What follows belongs to an exercise in optimizing a design on an open flow for small area, a short achievable clock period and few clock cycles; a production flow would make more cautious choices. At most, simulation tests tie the RTL to the original design; equivalence was not proved. No activity file was given, so power comes from the tool's default toggle rates.

== oak ==
==> flow/design.v (excerpt) <==
module frame_codec (
    input  wire        clk,
    input  wire        rst,           
    input  wire        enc_start,
    input  wire        enc_abort,
    input  wire        enc_ext,
    input  wire        enc_dir,       
    input  wire [7:0]  enc_nt,
    input  wire [7:0]  enc_id,
    input  wire [7:0]  enc_attr,
    input  wire [7:0]  enc_opcode,
    input  wire [15:0] enc_pl_len,
    output wire [15:0] pl_addr,       
    input  wire [7:0]  pl_rdata,
    output wire        tx_valid,      
    output wire [7:0]  tx_data,
    input  wire        tx_ready,
    output wire [1:0]  enc_st,
    output wire [1:0]  enc_err,
    output wire [2:0]  enc_cause,
    output wire [15:0] enc_check,
    input  wire        dec_start,
    input  wire        dec_abort,
    input  wire        dec_dir,
    input  wire        rx_valid,      
    input  wire [7:0]  rx_data,
    output wire        rx_ready,
    output wire        dpl_we,        
    output wire [15:0] dpl_waddr,
    output wire [7:0]  dpl_wdata,
    output wire [1:0]  dec_st,
    output wire [1:0]  dec_err,
    output wire [2:0]  dec_cause,
    output reg  [7:0]  dec_nt,
    output reg         dec_ext,
    output reg  [7:0]  dec_id,
    output reg  [7:0]  dec_attr,
    output reg  [7:0]  dec_opcode,
    output wire [15:0] dec_pl_len,
    output wire [15:0] dec_check
);
Size in the first run: about 230 flip-flops, roughly 12000 sq um of cells after synthesis.
clock: 6.0 ns
lec_check: 0
cap_margin: 20
core_margin: 2
core_utilization: 55
cts_cluster_diameter: 100
cts_cluster_size: 20
setup_slack_margin: 3.5
slew_margin: 20
standard.sh (not shown) runs the stock make flow with config.mk's settings and CLKGATE_MAP_FILE= SYNTH_SCRIPT=/design/flow/synth_recipe.tcl, a recipe that flattens the netlist after the stock synthesis.
==> flow/flow/run.sh <==
#!/bin/bash
# The standard layout, with every port buffered by a plain buffer (buf_1) instead of the
# delay buffer buffer_ports picks by default; repair upsizes it where timing needs.
set -euo pipefail
export BUFFER_PORTS_ARGS="-buffer_cell sky130_fd_sc_hd__buf_1"
bash standard.sh finish > standard.log 2>&1
oak: done, clean on timing, DRC and antenna
Setup changes, oak to pine
--- a/flow/design.v
+++ b/flow/design.v
@@ -58,21 +58,20 @@
                 {1'b1, 8'h21}: legacy_len = {1'b1, 3'd1};    
                 default:       legacy_len = {1'b0, 3'd0};
             endcase
         end
     endfunction
     localparam [1:0] ST_IDLE = 2'd0, ST_BUSY = 2'd1, ST_DONE = 2'd2, ST_FAULT = 2'd3;
     localparam N_NT = 0, N_MARK = 1, N_ID = 2, N_ATTR = 3, N_LENLO = 4, N_LENHI = 5,
                N_OPC = 6, N_PAY = 7, N_CHK1 = 8, N_CHK2 = 9, N_END = 10;
     reg [1:0]  e_st;
     reg [1:0]  e_cause;
-    reg [1:0]  e_fc;          
     reg        e_err;
     reg [10:0] e_n;
     reg        e_ext;
     reg [7:0]  e_nt, e_id, e_attr, e_opcode;
     reg [15:0] e_len;         
     reg [15:0] e_p;           
     reg [15:0] e_crc;         
     reg [7:0]  e_o;           
     reg        e_ov;          
     reg        e_og;          
@@ -127,39 +126,34 @@
     assign tx_valid  = e_ov;
     assign tx_data   = e_o;
     always @(posedge clk) begin
         if (rst || enc_abort) begin
             e_st    <= ST_IDLE;
             e_cause <= 2'd0;
             e_err   <= 1'b0;
             e_ov    <= 1'b0;
         end else if (e_st != ST_BUSY) begin
             if (enc_start) begin
-                e_st    <= ST_BUSY;
-                e_cause <= 2'd0;
-                e_err   <= 1'b0;
+                e_cause <= e_ncause;
+                e_err   <= e_ncause != 2'd0;
+                e_st    <= (e_ncause != 2'd0) ? ST_FAULT : ST_BUSY;
                 e_ov    <= e_ncause == 2'd0;
             end
-        end else if (e_fc != 2'd0) begin      
-            e_st    <= ST_FAULT;
-            e_cause <= e_fc;
-            e_err   <= 1'b1;
         end else if (e_fire && e_n[N_END]) begin
             e_st <= ST_DONE;
             e_ov <= 1'b0;
         end else if (e_free)
             e_ov <= e_srcv;
     end
     always @(posedge clk) begin
         if (e_st != ST_BUSY) begin
             if (enc_start) begin
-                e_fc     <= e_ncause;
                 e_ext    <= enc_ext;
                 e_nt     <= enc_nt;
                 e_id     <= enc_id;
                 e_attr   <= enc_attr;
                 e_opcode <= enc_opcode;
                 e_len    <= enc_pl_len;
                 e_p      <= enc_pl_len;
                 e_o      <= FRAME_START;
                 e_og     <= 1'b0;
                 e_n      <= 11'd1 << N_NT;
@@ -191,76 +185,74 @@
                      D_CK1 = 4'd9, D_CK2 = 4'd10;
     reg [1:0]  d_st;
     reg        d_rx;          
     reg [3:0]  d_pos;
     reg [7:0]  d_b;           
     reg        f_nt;          
     reg        f_step;        
     reg        f_lopc;        
     reg        f_lpay;        
     reg        f_we;          
-    reg        f_f4, f_f5;    
     reg        f_ck1, f_ck2;  
     reg        d_dir;
     reg [15:0] d_crc;         
     reg        d_bad;
     reg [15:0] d_cnt;         
     reg [15:0] d_rem;         
     reg [2:0]  d_cause;
     reg [1:0]  d_err;
     wire        d_take  = d_rx && rx_valid;
     wire [7:0]  rb      = rx_data;
     wire        rb_mark = rb == EXT_MARK;
     wire [3:0]  d_tab   = legacy_len(d_dir, rb);
     wire        d_last  = d_rem == 16'd1;
-    wire        d_opc_bad  = !rb_mark && !d_tab[3];
-    wire        d_len_zero = rb == 8'd0 && d_rem[7:0] == 8'd0;
     wire [15:0] d_crcs  = crc_step(f_nt ? 16'd0 : d_crc, d_b);
     wire [7:0]  d_sum   = (f_lopc ? dec_nt : d_crc[7:0]) + d_b;
     assign dec_st     = d_st;
     assign dec_err    = d_err;
     assign dec_cause  = d_cause;
     assign rx_ready   = d_rx;
     assign dpl_we     = f_we;
     assign dpl_waddr  = d_cnt;
     assign dpl_wdata  = d_b;
     assign dec_pl_len = d_cnt;
     assign dec_check  = d_crc;
     always @(posedge clk) d_b <= rb;
     always @(posedge clk) begin
         if (rst || dec_abort) begin
             d_st    <= ST_IDLE;
             d_rx    <= 1'b0;
             d_cause <= 3'd0;
             d_err   <= 2'd0;
             f_we    <= 1'b0;
             f_ck2   <= 1'b0;
-            f_f4    <= 1'b0;
-            f_f5    <= 1'b0;
         end else begin
             f_we  <= d_take && d_pos == D_PAY;
-            f_f4  <= d_take && d_pos == D_OPC && d_opc_bad;
-            f_f5  <= d_take && d_pos == D_XHI && d_len_zero;
             f_ck2 <= d_take && d_pos == D_CK2;
             if (d_st != ST_BUSY) begin
                 if (dec_start) begin
                     d_cause <= 3'd0;
                     d_err   <= 2'd0;
                     d_st    <= ST_BUSY;
                     d_rx    <= 1'b1;
                 end
             end else if (d_take) begin
-                if (d_pos == D_CK2 || (d_pos == D_OPC && d_opc_bad) || (d_pos == D_XHI && d_len_zero))
-                    d_rx <= 1'b0;
-            end
-            if (f_f4 || f_f5) begin
-                d_cause <= {1'b1, 1'b0, f_f5}; d_err <= 2'd2; d_st <= ST_FAULT;
+                case (d_pos)
+                    D_OPC: if (!rb_mark && !d_tab[3]) begin
+                        d_cause <= 3'd4; d_err <= 2'd2; d_st <= ST_FAULT; d_rx <= 1'b0;
+                    end
+                    D_XHI: if (rb == 8'd0 && d_rem[7:0] == 8'd0) begin
+                        d_cause <= 3'd5; d_err <= 2'd2; d_st <= ST_FAULT; d_rx <= 1'b0;
+                    end
+                    D_CK2: d_rx <= 1'b0;      
+                    default: ;
+                endcase
             end
             if (f_ck2) begin
                 if (dec_ext) begin
                     if (d_bad || d_b != d_crc[7:0]) begin
                         d_cause <= 3'd3; d_err <= 2'd1; d_st <= ST_FAULT;
                     end else
                         d_st <= ST_DONE;
                 end else if (d_bad) begin
                     d_cause <= 3'd1; d_err <= 2'd1; d_st <= ST_FAULT;
                 end else if (d_b != FRAME_END) begin
### Flow results
Logic depth of the worst setup path including buffers (higher): oak
Chip height essentially unchanged between oak and pine.
Per the comparison of pine with oak, final worst-path setup slack went up by 12 ps, non-clock buffering overhead in the final layout now sits lower, end-of-flow core utilization shows no meaningful change.
From oak to pine the numbers moved as follows: transition time at the pin with the least slew margin has increased; design area has remained practically unchanged.
Summary of pine over oak: via count of the first global-routing pass rose 1.9%; combinational power about even; number of register bits inferred by synthesis fell 4; critical path required time fell 1580 ps.
Comparing pine and oak, post-CTS resize count is lower on pine.
Testbench counts of pine, summed over its fixed seeds: cycles 60,163.
The RTL of oak was laid out without a check of its function.

==> static timing again, ports no longer ideal <==
Ports are ideal in the flow. The routed layouts listed here were re-timed in OpenROAD. Step 1 (the two cells are an assumption about what drives the block):
set clk [get_ports {clk}]
set_driving_cell -lib_cell sky130_fd_sc_hd__clkbuf_16 $clk
set_driving_cell -lib_cell sky130_fd_sc_hd__buf_2 [delete_from_list [all_inputs] $clk]
Step 2 adds t to the input delays and takes it off the output delays; t is the mean of the earliest and latest rising clock arrival at the registers after step 1. Input paths then give back, and output paths get back, about the clock's delay inside the block. a / b / c = ideal ports / drivers / drivers and shift; a / b = the first two.
run | shift t [ns] | setup WS [ns] | worst setup path after step 2 | worst register clock-pin slew, ns | pins driven straight from the clock port
oak | 0.537 | 3.539 / 3.528 / 3.012 | input to register | 0.09 / 0.09 | 1
pine | 0.538 | 3.551 / 3.502 / 3.049 | input to register | 0.09 / 0.09 | 1
After both steps setup and hold are still met in every run listed. The setup slack of oak, which loses most, moves by -0.011 ns with the drivers and by -0.527 ns with both steps.
